Context: an optimization exercise on an open-source flow, tuned for small area, a short achievable clock period and few clock cycles. The choices shown serve that exercise and are no tape-out recipe.
In this exercise RTL edits were held to simulation tests only and were not proved equivalent to the original.
Power figures rest on the tool's default switching activity, not on a simulated workload.

[flow/run.sh]
#!/bin/bash
# synth_recipe.tcl (not shown) runs the flow's synth.tcl, then flattens the netlist and writes it again
# the make line also repeats each setting of config.mk as NAME=value (left out here)
make -C /OpenROAD-flow-scripts/flow DESIGN_CONFIG=/design/flow/config.mk WORK_HOME=/design/flow/orfs CLKGATE_MAP_FILE= SYNTH_SCRIPT=/design/flow/synth_recipe.tcl finish
[flow/config.mk]
export PLATFORM = sky130hd
export DESIGN_NAME = cwt_enc
export DESIGN_NICKNAME = cwt_enc
export VERILOG_FILES = /design/flow/design.v
export SDC_FILE = /design/flow/constraint.sdc
export NUM_CORES = 4
export LEC_CHECK = 0
export CAP_MARGIN = 20
export CORE_MARGIN = 2
export CORE_UTILIZATION = 40
export SLEW_MARGIN = 20
[flow/constraint.sdc]
create_clock -name core_clock -period 9.0 [get_ports {clk}]
set_input_delay 1.8000 -clock core_clock [delete_from_list [all_inputs] [get_ports {clk}]]
set_output_delay 1.8000 -clock core_clock [all_outputs]
set_load 0.01 [all_outputs]
[flow/design.v]
module cwt_crc_byte (
    input  wire [31:0] t,
    input  wire [31:0] x,
    input  wire [7:0]  b,
    output reg  [31:0] t_n,
    output wire [31:0] x_n
);
    reg [31:0] c;
    integer i;
    always @* begin
        c = {24'd0, t[7:0] ^ x[7:0] ^ b};
        for (i = 0; i < 8; i = i + 1)
            c = c[0] ? ((c >> 1) ^ 32'hEDB88320) : (c >> 1);
        t_n = c ^ (t >> 8);
    end
    assign x_n = x >> 8;
endmodule
module cwt_quant (
    input  wire [63:0] v,
    input  wire        trunc_mode,    
    output reg  [15:0] q,
    output reg         clip,
    output wire        nan
);
    wire        s = v[63];
    wire [10:0] e = v[62:52];
    wire [51:0] m = v[51:0];
    wire [52:0] sig = {1'b1, m};
    assign nan = (e == 11'h7FF) && (m != 52'd0);
    wire [3:0]  k     = e[3:0] + 4'd1;           
    wire [52:0] ipart = sig >> (6'd52 - {2'b00, k});
    wire [52:0] hsh   = sig >> (6'd51 - {2'b00, k});
    wire        half  = hsh[0];
    reg [16:0] mag;
    reg        huge;
    always @* begin
        huge = 1'b0;
        mag  = 17'd0;
        if (e >= 11'd1039) begin
            huge = 1'b1;                         
        end else if (e >= 11'd1023) begin
            mag = ipart[16:0] + {16'd0, (~trunc_mode) & half};
        end else if (e == 11'd1022) begin
            mag = {16'd0, ~trunc_mode};          
        end
    end
    always @* begin
        if (!s) begin
            clip = huge || (mag > 17'd32767);
            q    = clip ? 16'h7FFF : mag[15:0];
        end else begin
            clip = huge || (mag > 17'd32768);
            q    = clip ? 16'h8000 : (16'd0 - mag[15:0]);
        end
    end
endmodule
module cwt_f32cvt (
    input  wire [63:0] v,
    output wire [31:0] f
);
    wire        s = v[63];
    wire [10:0] e = v[62:52];
    wire [52:0] sig = {1'b1, v[51:0]};
    wire        ovf    = (e > 11'd1150);
    wire        normal = (e >= 11'd897);
    wire [10:0] dsh    = 11'd897 - e;
    wire [4:0]  sh     = normal ? 5'd0 : ((dsh > 11'd26) ? 5'd26 : dsh[4:0]);
    wire [78:0] ext    = {sig, 26'd0} >> sh;
    wire [23:0] keep   = ext[78:55];
    wire        guard  = ext[54];
    wire        sticky = |ext[53:0];
    wire        rup    = guard & (sticky | keep[0]);
    wire [7:0]  exp8   = normal ? (e[7:0] + 8'd128) : 8'd0;    
    wire [30:0] base   = {exp8, keep[22:0]};
    wire [30:0] rnd    = base + {30'd0, rup};
    assign f = {s, ovf ? 31'h7F800000 : rnd};
endmodule
module cwt_lane (
    input  wire [63:0] v,
    input  wire        part,      
    input  wire        alg,       
    output wire [15:0] q,
    output wire        clip,
    output wire [31:0] f,
    output wire        nan
);
    cwt_quant u_q (.v(v), .trunc_mode(~part & ~alg), .q(q), .clip(clip), .nan(nan));
    cwt_f32cvt u_f (.v(v), .f(f));
endmodule
module cwt_enc (
    input  wire         clk,
    input  wire         rst,
    input  wire         cmd_valid,
    output wire         cmd_ready,
    input  wire [3:0]   cmd_op,
    input  wire         cmd_chan,
    input  wire         cmd_part,
    input  wire [255:0] cmd_data,
    output reg          rsp_valid,
    output reg  [63:0]  rsp_result,
    output reg  [2:0]   rsp_fault,
    output reg  [5:0]   rsp_len,
    output wire [255:0] rsp_bytes
);
    localparam OP_EINIT  = 4'd0;
    localparam OP_CRCB   = 4'd1;
    localparam OP_CRCF   = 4'd2;
    localparam OP_CRCV   = 4'd3;
    localparam OP_QNT    = 4'd4;
    localparam OP_ENCV   = 4'd5;
    localparam OP_ENCREC = 4'd6;
    localparam OP_RDCLIP = 4'd7;
    localparam OP_RDREC  = 4'd8;
    localparam OP_RDSTAT = 4'd9;
    localparam F_NONE     = 3'd0;
    localparam F_PROTOCOL = 3'd5;
    localparam F_ILLEGAL  = 3'd6;
    localparam F_NUMERIC  = 3'd7;
    localparam S_IDLE = 2'd0;
    localparam S_EXEC = 2'd1;
    localparam S_CRC  = 2'd2;
    reg [1:0]   state;
    reg [3:0]   op;
    reg         chan;
    reg         part;
    reg [255:0] data;
    reg [31:0]  crc_t;
    reg [31:0]  crc_x;
    reg [31:0]  clip0;
    reg [31:0]  clip1;
    reg [31:0]  reccnt;
    reg [1:0]   fmt;
    reg         alg;
    reg         encon;
    reg         integrity;
    reg [255:0] obytes;
    reg [5:0]   olen;      
    reg [5:0]   oidx;      
    reg         oemit;     
    assign cmd_ready = (state == S_IDLE);
    assign rsp_bytes = obytes;
    wire [63:0] lv   [0:3];
    wire        lp   [0:3];
    wire [15:0] lq   [0:3];
    wire        lclip[0:3];
    wire [31:0] lf   [0:3];
    wire        lnan [0:3];
    genvar g;
    generate
        for (g = 0; g < 4; g = g + 1) begin : lane
            assign lv[g] = data[64*g +: 64];
            assign lp[g] = (op == OP_ENCREC) ? g[0] : part;
            cwt_lane u_lane (
                .v(lv[g]), .part(lp[g]), .alg(alg),
                .q(lq[g]), .clip(lclip[g]), .f(lf[g]), .nan(lnan[g])
            );
        end
    endgenerate
    wire i16_l0 = (fmt == 2'd1) || (fmt == 2'd2 && !lp[0]);
    wire i16_re = (fmt == 2'd1) || (fmt == 2'd2);    
    wire i16_im = (fmt == 2'd1);                     
    reg [63:0] v_bytes;
    reg [5:0]  v_len;
    always @* begin
        case (fmt)
            2'd0: begin v_bytes = lv[0];               v_len = 6'd8; end
            2'd3: begin v_bytes = {32'd0, lf[0]};      v_len = 6'd4; end
            default: begin
                if (i16_l0) begin v_bytes = {48'd0, lq[0]}; v_len = 6'd2; end
                else        begin v_bytes = {32'd0, lf[0]}; v_len = 6'd4; end
            end
        endcase
    end
    reg [255:0] r_bytes;
    reg [5:0]   r_len;
    always @* begin
        case (fmt)
            2'd0: begin r_bytes = {lv[3], lv[2], lv[1], lv[0]};                 r_len = 6'd32; end
            2'd1: begin r_bytes = {192'd0, lq[3], lq[2], lq[1], lq[0]};         r_len = 6'd8;  end
            2'd2: begin r_bytes = {160'd0, lf[3], lq[2], lf[1], lq[0]};         r_len = 6'd12; end
            default: begin r_bytes = {128'd0, lf[3], lf[2], lf[1], lf[0]};      r_len = 6'd16; end
        endcase
    end
    wire rec_nan = lnan[0] | lnan[1] | lnan[2] | lnan[3];
    wire [1:0] rec_clip0 = {1'b0, lclip[0] & i16_re} + {1'b0, lclip[1] & i16_im};
    wire [1:0] rec_clip1 = {1'b0, lclip[2] & i16_re} + {1'b0, lclip[3] & i16_im};
    wire [7:0]  cur_byte = obytes[8*oidx[4:0] +: 8];
    wire [31:0] crc_t_n, crc_x_n;
    cwt_crc_byte u_crc (.t(crc_t), .x(crc_x), .b(cur_byte), .t_n(crc_t_n), .x_n(crc_x_n));
    wire [31:0] crc_final = ~(crc_t ^ crc_x);
    always @(posedge clk) begin
        if (rst) begin
            state      <= S_IDLE;
            op         <= 4'd0;
            chan       <= 1'b0;
            part       <= 1'b0;
            data       <= 256'd0;
            crc_t      <= 32'h00000000;
            crc_x      <= 32'hFFFFFFFF;
            clip0      <= 32'd0;
            clip1      <= 32'd0;
            reccnt     <= 32'd0;
            fmt        <= 2'd0;
            alg        <= 1'b0;
            encon      <= 1'b0;
            integrity  <= 1'b0;
            obytes     <= 256'd0;
            olen       <= 6'd0;
            oidx       <= 6'd0;
            oemit      <= 1'b0;
            rsp_valid  <= 1'b0;
            rsp_result <= 64'd0;
            rsp_fault  <= 3'd0;
            rsp_len    <= 6'd0;
        end else begin
            rsp_valid <= 1'b0;
            case (state)
                S_IDLE: begin
                    if (cmd_valid) begin
                        op    <= cmd_op;
                        chan  <= cmd_chan;
                        part  <= cmd_part;
                        data  <= cmd_data;
                        state <= S_EXEC;
                    end
                end
                S_EXEC: begin
                    rsp_result <= 64'd0;
                    rsp_fault  <= F_NONE;
                    rsp_len    <= 6'd0;
                    state      <= S_IDLE;
                    rsp_valid  <= 1'b1;
                    case (op)
                        OP_EINIT: begin
                            crc_t     <= 32'h00000000;
                            crc_x     <= 32'hFFFFFFFF;
                            clip0     <= 32'd0;
                            clip1     <= 32'd0;
                            reccnt    <= 32'd0;
                            integrity <= 1'b0;
                            encon     <= 1'b1;
                            fmt       <= data[1:0];
                            alg       <= data[2];
                        end
                        OP_CRCB: begin
                            obytes    <= {248'd0, data[7:0]};
                            olen      <= 6'd1;
                            oidx      <= 6'd0;
                            oemit     <= 1'b0;
                            rsp_valid <= 1'b0;
                            state     <= S_CRC;
                        end
                        OP_CRCF: begin
                            rsp_result <= {32'd0, crc_final};
                        end
                        OP_CRCV: begin
                            if (crc_final == data[31:0])
                                rsp_result <= 64'd1;
                            else
                                integrity <= 1'b1;
                        end
                        OP_QNT: begin
                            if (!encon)
                                rsp_fault <= F_PROTOCOL;
                            else if (lnan[0])
                                rsp_fault <= F_NUMERIC;
                            else begin
                                rsp_result <= {{48{lq[0][15]}}, lq[0]};
                                if (lclip[0]) begin
                                    if (chan) clip1 <= clip1 + 32'd1;
                                    else      clip0 <= clip0 + 32'd1;
                                end
                            end
                        end
                        OP_ENCV: begin
                            if (!encon)
                                rsp_fault <= F_PROTOCOL;
                            else if (lnan[0])
                                rsp_fault <= F_NUMERIC;
                            else begin
                                if (lclip[0] && i16_l0) begin
                                    if (chan) clip1 <= clip1 + 32'd1;
                                    else      clip0 <= clip0 + 32'd1;
                                end
                                obytes    <= {192'd0, v_bytes};
                                olen      <= v_len;
                                oidx      <= 6'd0;
                                oemit     <= 1'b1;
                                rsp_valid <= 1'b0;
                                state     <= S_CRC;
                            end
                        end
                        OP_ENCREC: begin
                            if (!encon)
                                rsp_fault <= F_PROTOCOL;
                            else if (rec_nan)
                                rsp_fault <= F_NUMERIC;
                            else begin
                                clip0     <= clip0 + {30'd0, rec_clip0};
                                clip1     <= clip1 + {30'd0, rec_clip1};
                                reccnt    <= reccnt + 32'd1;
                                obytes    <= r_bytes;
                                olen      <= r_len;
                                oidx      <= 6'd0;
                                oemit     <= 1'b1;
                                rsp_valid <= 1'b0;
                                state     <= S_CRC;
                            end
                        end
                        OP_RDCLIP: begin
                            rsp_result <= {32'd0, chan ? clip1 : clip0};
                        end
                        OP_RDREC: begin
                            rsp_result <= {32'd0, reccnt};
                        end
                        OP_RDSTAT: begin
                            rsp_result <= {51'd0, alg, 2'b00, fmt, 2'b00, encon, integrity, 1'b0, encon, 2'b00};
                        end
                        default: begin
                            rsp_fault <= F_ILLEGAL;
                        end
                    endcase
                end
                S_CRC: begin
                    crc_t <= crc_t_n;
                    crc_x <= crc_x_n;
                    oidx  <= oidx + 6'd1;
                    if (oidx + 6'd1 == olen) begin
                        rsp_valid  <= 1'b1;
                        rsp_fault  <= F_NONE;
                        rsp_result <= (op == OP_ENCREC) ? 64'd1 : 64'd0;
                        rsp_len    <= oemit ? olen : 6'd0;
                        state      <= S_IDLE;
                    end
                end
                default: state <= S_IDLE;
            endcase
        end
    end
endmodule
==> impl_table.tex <==
\begin{tabular}{lr}
\hline
Metric & Value \\
\hline
\multicolumn{2}{l}{\textbf{Floorplan}} \\
\quad Io pins & 596 \\
\quad Die outline area & 160000 µm² \\
\quad Die extent in y & 400 µm \\
\quad Cell Rows & 145 \\
\quad Core footprint & 156000 µm² \\
\quad Die X-Extent & 400 µm \\
\quad Effective utilization at floorplan & 40.3\% \\
\multicolumn{2}{l}{\textbf{Power and ir drop}} \\
\quad Total chip power & 10.1 mW \\
\quad Leakage Power & 25.0 nW \\
\quad P\_sw & 3.64 mW \\
\quad Gate power share & 25.7\% \\
\quad Sw Share & 36.0\% \\
\quad Total power density per cell area & 138 nW/µm² \\
\quad Clock group share of total power & 39.5\% \\
\quad Int Power & 6.47 mW \\
\quad Highest ir drop seen on vdd & 0.000141 V \\
\quad Part of the power in registers & 34.8\% \\
\multicolumn{2}{l}{\textbf{Global route}} \\
\quad Vias in the first global route & 68400 \\
\quad Initial antenna violation count & 32 \\
\quad Remaining Overflow, GRT & 0 \\
\quad Pin count of the biggest net entering global routing & 141 \\
\quad Global-route wire length before repair & 504000 µm \\
\quad Combined global-route utilization of all metal layers & 42.0\% \\
\multicolumn{2}{l}{\textbf{Cells and area}} \\
\quad Area grow syn2layout & 16.8\% \\
\quad Number of fill cells & 15900 \\
\quad Final net count & 8978 \\
\quad Combined area of the multi-input logic cells & 44800 µm² \\
\quad Fraction of layout instances using a drive strength above 1 & 9.86\% \\
\quad Final std cell area, no fill & 73400 µm² \\
\quad Sequential cell area in the final layout & 14300 µm² \\
\multicolumn{2}{l}{\textbf{Clock tree}} \\
\quad Total number of clock tree sinks & 713 \\
\quad Clock buffers created by TritonCTS & 87 \\
\quad CTS tree & done \\
\quad Number of gates given a new drive strength after cts & 0 \\
\quad Maximum root-to-sink buffer count & 3 \\
\quad Clock latency on the worst-skew pair & 0.78 ns \\
\quad H-tree level count & 3 \\
\quad Hold bufs inserted after CTS & 0 \\
\quad Clock-pin slew of the registers on the worst-case setup and hold paths & 0.06 ns \\
\quad Count of buffers added by post-CTS timing repair for setup & 0 \\
\quad Cell at the root of the clock tree & sky130\_fd\_sc\_hd\_\_clkbuf\_16 \\
\multicolumn{2}{l}{\textbf{Timing}} \\
\quad Worst slew margin relative to its limit & 21.9\% \\
\quad Transition time at the pin with the least slew margin & 1.17 ns \\
\quad Number of pins with negative max-slew slack in the final report & 0 \\
\quad Count of final hold-check violations & 0 \\
\quad Final Cycle Share & 91.1\% \\
\quad Clock skew & 0.0787 ns \\
\quad Final period demand of the worst path & 8.20 ns \\
\quad Setup TNS after final layout & 0 ns \\
\quad Final setup fails & 0 \\
\quad Setup repair after global routing missed its margin & no \\
\quad Max Fclk & 0.122 GHz \\
\multicolumn{2}{l}{\textbf{Hold path}} \\
\quad End of the worst hold path & rsp\_result[14] \\
\quad Instance count along the most critical hold path & 2 \\
\quad HP Class & reg -> reg \\
\quad Hold path start & rsp\_result[14] \\
\multicolumn{2}{l}{\textbf{Drt}} \\
\quad Avg Vias per Cell & 6.83 \\
\quad First drt pass iteration count & 9 \\
\quad DRT iter0 DRCs & 9968 \\
\quad Residual antenna-violating net count after detailed routing & 0 \\
\quad Total length of routed wires & 354000 µm \\
\quad Post-detailed-route wirelength per cell & 32.8 µm \\
\quad Vias post-DR & 73600 \\
\quad Final routed DRC violation total & 0 \\
\multicolumn{2}{l}{\textbf{Synth}} \\
\quad Register area share after synthesis & 22.7\% \\
\quad Leading area contributor after synthesis & sky130\_fd\_sc\_hd\_\_dfxtp\_1 \\
\quad Synthesized cell area & 62800 µm² \\
\quad Syn avg cell area & 7.39 µm² \\
\quad Share of the synthesized area in the top cell type & 22.7\% \\
\quad Post-synthesis register bit count & 713 \\
\quad Synth Area in Adders & 1.46\% \\
\quad Distinct cells, synth & 139 \\
\quad Post-synthesis share of cell area spent on xor and xnor gates & 4.84\% \\
\quad Share of synthesized registers carrying an async set or reset & 0\% \\
\quad Post-synthesis net count & 8835 \\
\quad Synthesized-area fraction occupied by ao, oa, aoi and oai cells & 28.1\% \\
\quad Combinational family with the most area after synthesis & compound AO/OA/AOI/OAI gates \\
\quad Post-synth top flop & sky130\_fd\_sc\_hd\_\_dfxtp\_1 \\
\quad Area share of and/or/nand/nor cells after synthesis & 25.2\% \\
\quad Synthesis warning total & 3 \\
\quad Mux cell area share after synthesis & 11.3\% \\
\quad Most area-consuming cells after synthesis & sky130\_fd\_sc\_hd\_\_dfxtp\_1, sky130\_fd\_sc\_hd\_\_nand2\_1, sky130\_fd\_sc\_hd\_\_a21oi\_1 \\
\quad Number of synthesized flops with an enable pin & 0 \\
\quad Number of instances in the synthesized netlist & 8498 \\
\multicolumn{2}{l}{\textbf{Worst setup path}} \\
\quad Cells along the critical path & inv\_2 > ha\_1 > a211oi\_2 > and3\_1 > a221oi\_1 > nor4\_1 > nor4bb\_1 > xor2\_1 > o22ai\_1 > nand2b\_1 > nor2\_1 > o21ai\_0 > nand3\_1 > fa\_1 > inv\_1 > nand3\_1 > or3\_1 > nor3\_1 > a22o\_1 > a31oi\_1 > a311oi\_1 \\
\quad Critical Path Fanout Max & 22 \\
\quad Critical-path top delay cell & sky130\_fd\_sc\_hd\_\_nor4\_1 \\
\quad Critical path capture point type & flop \\
\quad Worst flop-to-flop path endpoint & clip0[31] \\
\quad WP buf/inv & 2 \\
\quad Crit Path Class & reg -> reg \\
\quad Cell seen most often among critical-path stages & sky130\_fd\_sc\_hd\_\_nand3\_1 \\
\quad FF-to-FF Start & data[118] \\
\quad Slack of the worst reg-to-reg path & 0.80 ns \\
\quad Arrival time worst endpoint & 8.88 ns \\
\quad Largest stage delay on the critical path & 0.94 ns \\
\quad Nature of the critical path startpoint & flop \\
\quad Family with the most delay on the worst path & simple AND/OR/NAND/NOR gates \\
\quad Worst path required time & 9.68 ns \\
\quad Depth of the worst register-to-register path & 21 \\
\multicolumn{2}{l}{\textbf{Run}} \\
\quad Max-cap violations & 0 \\
\multicolumn{2}{l}{\textbf{Placement}} \\
\quad Post-DP HPWL & 270000 µm \\
\quad Gpl congestion & 1.07 \\
\quad Post-Place Cell Area & 70100 µm² \\
\quad Buffers added on ports & 595 \\
\multicolumn{2}{l}{\textbf{Run status}} \\
\quad Outcome & finished clean \\
\hline
\end{tabular}
## power by group through the flow
| stage | Clock, mW | Sequential (mW) | Combinational (mW) |
|---|---|---|---|
| 5_1_grt | 4.13 | 3.51 | 2.75 |
| 2_1_floorplan | 0 | 3.38 | 1.71 |
| 6_report | 3.99 | 3.52 | 2.60 |
| 3_3_place_gp | 0 | 3.57 | 2.52 |
| 4_1_cts | 4.02 | 3.50 | 2.53 |
| 3_5_place_dp | 0 | 3.57 | 2.51 |
## state kept, by name, summed over array words and instances (netlist names), 2 cells and up
register	count
data	256
olen	6
state	2
fmt	2
rsp_result	33
obytes	256
crc_t	32
oidx	6
op	4
crc_x	4
rsp_len	6
rsp_fault	3
clip0	32
reccnt	32
clip1	32
## placed cells by master (no fill, tap or decap), types with 33 or more instances in the layout
| master | n |
|---|---|
| sky130_fd_sc_hd__a21oi_1 | 776 |
| sky130_fd_sc_hd__or3_1 | 44 |
| sky130_fd_sc_hd__o22ai_1 | 106 |
| sky130_fd_sc_hd__o211ai_1 | 59 |
| sky130_fd_sc_hd__buf_4 | 260 |
| sky130_fd_sc_hd__mux4_2 | 153 |
| sky130_fd_sc_hd__a22oi_1 | 245 |
| sky130_fd_sc_hd__nor2b_1 | 55 |
| sky130_fd_sc_hd__a211oi_1 | 147 |
| sky130_fd_sc_hd__o21ai_0 | 303 |
| sky130_fd_sc_hd__nand2b_1 | 55 |
| sky130_fd_sc_hd__nand2_1 | 1185 |
| sky130_fd_sc_hd__and2_1 | 50 |
| sky130_fd_sc_hd__ha_1 | 66 |
| sky130_fd_sc_hd__or2_2 | 33 |
| sky130_fd_sc_hd__mux2_2 | 74 |
| sky130_fd_sc_hd__xor2_1 | 154 |
| sky130_fd_sc_hd__clkbuf_16 | 88 |
| sky130_fd_sc_hd__a21o_1 | 44 |
| sky130_fd_sc_hd__inv_1 | 120 |
| sky130_fd_sc_hd__nor2_1 | 810 |
| sky130_fd_sc_hd__a31oi_1 | 121 |
| sky130_fd_sc_hd__nor3_1 | 271 |
| sky130_fd_sc_hd__clkdlybuf4s50_1 | 594 |
| sky130_fd_sc_hd__a221oi_1 | 80 |
| sky130_fd_sc_hd__nor4_1 | 131 |
| sky130_fd_sc_hd__nand3_1 | 288 |
| sky130_fd_sc_hd__mux2i_1 | 260 |
| sky130_fd_sc_hd__dfxtp_1 | 703 |
| sky130_fd_sc_hd__o31ai_1 | 56 |
| sky130_fd_sc_hd__and3_1 | 83 |
| sky130_fd_sc_hd__nand4_1 | 117 |
| sky130_fd_sc_hd__o221ai_1 | 37 |
| sky130_fd_sc_hd__a311oi_1 | 44 |
| sky130_fd_sc_hd__xnor2_1 | 193 |
## tightest hold or removal path, delay by kind of cell (launching register included)
| family | cells | cell delay [ns] |
|---|---|---|
| DFF | 1 | 0.32 |
| AOI/OAI and AO/OA | 1 | 0.05 |
| and+or+nand+nor | 1 | 0.04 |
## worst max path at each step
stage | from | endpoint | cells past startpoint
floorplan | data[54] | clip0[20] | 34
global placement | data[52] | clip0[31] | 26
detailed placement | data[52] | clip0[31] | 26
CTS | data[52] | clip0[23] | 26
global route | data[180] | clip1[31] | 25
finish | data[118] | clip0[31] | 21
## layout make-up
cell class	count	area share, %
Sequential cell	713	19.5
Multi-Input combinational cell	6854	61.1
Timing Repair Buffer	859	10.9
Antenna cell	7	0.0239
Clock inverter	47	1.06
Tap cell	2058	3.51
Clock buffer	113	3.33
Inverter	126	0.644
## per-stage QoR
step	worst slack, ns	std cells	util (%)	hold WS [ns]
global route	0.230	10800	47.0	0.485
detailed placement	0.973	10600	45.0	0.441
floorplan	1.55	8498	-	0.448
CTS	1.00	10800	47.0	0.455
finish	0.800	10800	47.0	0.447
global placement	1.12	10600	44.9	0.438
## cells by family (layout without fill, tap and decap cells)
| family | after synthesis | after routing |
|---|---|---|
| buffers and inverters | 931 | 1145 |
| flip-flops | 713 | 713 |
| adder cells (fa/ha/maj) | 72 | 72 |
| AO/OA/AOI/OAI | 2587 | 2587 |
| XOR/XNOR | 347 | 347 |
| other | 0 | 7 |
| multiplexers | 497 | 497 |
| AND/OR/NAND/NOR | 3351 | 3351 |
## synth_stat cells (46+ instances only)
cell type and count:
sky130_fd_sc_hd__a211oi_1 148, sky130_fd_sc_hd__a21oi_1 777, sky130_fd_sc_hd__a221oi_1 80, sky130_fd_sc_hd__a22oi_1 245
sky130_fd_sc_hd__a311oi_1 46, sky130_fd_sc_hd__a31oi_1 123, sky130_fd_sc_hd__and2_1 52, sky130_fd_sc_hd__and3_1 84
sky130_fd_sc_hd__buf_1 87, sky130_fd_sc_hd__buf_2 96, sky130_fd_sc_hd__buf_4 56, sky130_fd_sc_hd__clkbuf_1 544
sky130_fd_sc_hd__dfxtp_1 713, sky130_fd_sc_hd__ha_1 70, sky130_fd_sc_hd__inv_1 120, sky130_fd_sc_hd__mux2_2 74
sky130_fd_sc_hd__mux2i_1 260, sky130_fd_sc_hd__mux4_2 153, sky130_fd_sc_hd__nand2_1 1186, sky130_fd_sc_hd__nand2b_1 55
sky130_fd_sc_hd__nand3_1 288, sky130_fd_sc_hd__nand4_1 117, sky130_fd_sc_hd__nor2_1 817, sky130_fd_sc_hd__nor2b_1 56
sky130_fd_sc_hd__nor3_1 278, sky130_fd_sc_hd__nor4_1 132, sky130_fd_sc_hd__o211ai_1 59, sky130_fd_sc_hd__o21ai_0 307
sky130_fd_sc_hd__o22ai_1 106, sky130_fd_sc_hd__o31ai_1 57, sky130_fd_sc_hd__xnor2_1 193, sky130_fd_sc_hd__xor2_1 154
## metal layers
| metal | global-route usage, % | wire [µm] |
|---|---|---|
| met5 | 0 | 214 |
| met4 | 28.4 | 28200 |
| met3 | 11.5 | 39400 |
| met2 | 63.7 | 152000 |
| met1 | 52.0 | 134000 |
Testbench counts, summed over its fixed seeds: cycles 82,690.

-- afterwards: timing with drivers on the ports --
The results above use ideal ports. As a check the final layout listed here was re-extracted and re-timed, cells and wires unchanged.
Step 1 assumes that a clkbuf_16 drives the clock port and a buf_2 every other input.
Step 2 also shifts input and output timing later by t, the mid clock arrival at the registers, as if the neighbouring blocks saw the same clock.
a / b / c = ideal ports / drivers / drivers and shift; a / b = the first two.
shift t [ns]: 0.825
setup slack, ns: 0.800 / 0.800 / 0.800
worst hold slack (ns): 0.447 / 0.447 / 0.447
worst register clock-pin slew, ns: 0.08 / 0.08
After both steps this run still meets setup and hold. The setup slack of this run moves by 0.000 ns with the drivers and by 0.000 ns with both steps.
